Context: an optimization exercise on an open-source flow, tuned for small area, a short achievable clock period and few clock cycles per item. The choices shown serve that exercise and are no tape-out recipe.
The RTL was checked by simulation tests, not by an equivalence proof against the original design.
The flow treats the clock pin as an ideal source, which a real chip does not have.
No activity file was given, so power comes from the tool's default toggle rates.

== build 55 ==
Design alpha_line, start of the top module:
module alpha_line (
    input  wire         clk,
    input  wire         rst,         
    input  wire         cmd_valid,
    output wire         cmd_ready,
    input  wire [127:0] cmd,
    output wire         rsp_valid,
    input  wire         rsp_ready,
    output wire [47:0]  rsp,
    output wire         ev_valid,
    output wire [1:0]   ev_kind,
    output wire [63:0]  ev_data
);
For scale: roughly 300 flip-flops, about 250 I/O pins, ~0.023 mm² of cells after synthesis.
==> flow/config.mk <==
export PLATFORM = sky130hd
export DESIGN_NAME = alpha_line
export DESIGN_NICKNAME = alpha_line
export VERILOG_FILES = /design/flow/design.v
export SDC_FILE = /design/flow/constraint.sdc
export NUM_CORES = 4
export LEC_CHECK = 0
export ABC_AREA = 1
export CAP_MARGIN = 20
export CORE_MARGIN = 2
export CORE_UTILIZATION = 40
export CTS_CLUSTER_DIAMETER = 100
export CTS_CLUSTER_SIZE = 20
export SLEW_MARGIN = 20
==> flow/constraint.sdc <==
create_clock -name core_clock -period 80.0 [get_ports {clk}]
set_input_delay 16.0000 -clock core_clock [delete_from_list [all_inputs] [get_ports {clk}]]
set_output_delay 16.0000 -clock core_clock [all_outputs]
set_load 0.01 [all_outputs]
standard.sh (not shown) runs the stock make flow with config.mk's settings and CLKGATE_MAP_FILE= SYNTH_SCRIPT=/design/flow/synth_recipe.tcl, a recipe that flattens the netlist after the stock synthesis.
==> flow/flow/run.sh <==
#!/bin/bash
# The standard layout (standard.sh: the standard synthesis through finish)
# with these changes to how the layout is made:
# - the port buffers are plain buf_1 cells instead of the delay-cell default;
# - after CTS the clock port drives up to four first-level clock buffers
#   directly instead of through one extra root buffer (bypass_root.tcl);
# - constant outputs share one tie cell.
set -euo pipefail
here=$(pwd)
export BUFFER_PORTS_ARGS="-buffer_cell sky130_fd_sc_hd__buf_1"
export POST_CTS_TCL="$here/flow/bypass_root.tcl"
export SKIP_REPAIR_TIE_FANOUT=1
bash standard.sh > flow_standard.log 2>&1
Other scripts of this flow, unchanged in this note and not shown: flow/flow/bypass_root.tcl
Build 55: flow completed, timing, DRC and antenna clean
Testbench counts of build 55, summed over its fixed seeds: cycles 398,202, items 4,800.
The following lists how build 20 was set up differently from build 55:
# build 55
export LEC_CHECK = 0
export ABC_AREA = 1
export CAP_MARGIN = 20
export CORE_MARGIN = 2
export CORE_UTILIZATION = 40
export CTS_CLUSTER_DIAMETER = 100
export CTS_CLUSTER_SIZE = 20
export SLEW_MARGIN = 20
create_clock -name core_clock -period 80.0 [get_ports {clk}]
# build 20
export LEC_CHECK = 0
export ABC_AREA = 1
export CAP_MARGIN = 20
export CORE_MARGIN = 2
export CORE_UTILIZATION = 75
export CTS_CLUSTER_DIAMETER = 100
export CTS_CLUSTER_SIZE = 20
export SLEW_MARGIN = 20
create_clock -name core_clock -period 80.0 [get_ports {clk}]
Results
The higher number of antenna violations at the first check in global routing of build 55 and build 20 is in build 55.
Synthesized instance count came out exactly the same in build 55 and build 20.
Compared build 20 against build 55; area taken by multi-input logic gates within noise.
Wire length of the first global-routing pass shrinks by a little under 10% when moving from build 55 to build 20.
Diff build 55 -> build 20: post-route core utilization picked up an extra 37 points, chip width moved down.
Inputs modified between build 20 and build 72:
# build 20
export LEC_CHECK = 0
export ABC_AREA = 1
export CAP_MARGIN = 20
export CORE_MARGIN = 2
export CORE_UTILIZATION = 75
export CTS_CLUSTER_DIAMETER = 100
export CTS_CLUSTER_SIZE = 20
export SLEW_MARGIN = 20
create_clock -name core_clock -period 80.0 [get_ports {clk}]
# build 72
export LEC_CHECK = 0
export ABC_AREA = 1
export CAP_MARGIN = 20
export CORE_MARGIN = 2
export CORE_UTILIZATION = 60
export CTS_CLUSTER_DIAMETER = 100
export CTS_CLUSTER_SIZE = 20
export SLEW_MARGIN = 20
create_clock -name core_clock -period 80.0 [get_ports {clk}]
--- outcome ---
- | via count of the first global-routing pass | lower: build 72 |
- The proportion of layout cells with a drive suffix above 1 of build 72 and that of build 20 are within noise of each other.
- Per the comparison of build 72 with build 20, detailed placement HPWL climbed 1.1%, wire length the detailed router placed on met1 climbed 13%, net count reported at finish barely changed, final max-slew violation count barely changed, part of the power in the clock network climbed 0.3 points.
- Of build 20 and build 72, the run reporting the higher fraction of met2 tracks used by global routing was build 20.
- Both conditions hold for build 72: the flow ran to the end and the final layout passed the timing, design-rule and antenna checks.
- Looking at destination of the critical timing path, the ev_data[22] result is from build 20; the ev_data[7] one comes from build 72.
- Build 72 ends up with lower global-route usage than build 20 does.

==> port drivers added, routing unchanged <==
Ports are ideal in the flow. The routed layouts listed here were re-timed in OpenROAD. Step 1 sets driving cells, clkbuf_16 on the clock port and buf_2 on the other inputs (assumed; they add their load-dependent delay and slew). Step 2 times the ports against the registers' clock, not the clock port: input delays grow and output delays shrink by t, the midpoint of the rising clock arrivals with the driver on. Three values: no drivers, after step 1, after step 2; two values: the first two.
| run | t, ns | setup slack, ns | hold slack, ns | pins driven straight from the clock port |
|---|---|---|---|---|
| build 55 | 0.436 | 63.060 / 62.953 / 63.235 | 0.343 / 0.343 / 0.343 | 4 |
| build 20 | 0.422 | 63.130 / 63.028 / 63.209 | 0.336 / 0.336 / 0.336 | 4 |
| build 72 | 0.417 | 63.134 / 63.034 / 63.206 | 0.332 / 0.332 / 0.332 | 4 |
After both steps every run listed still meets setup and hold.
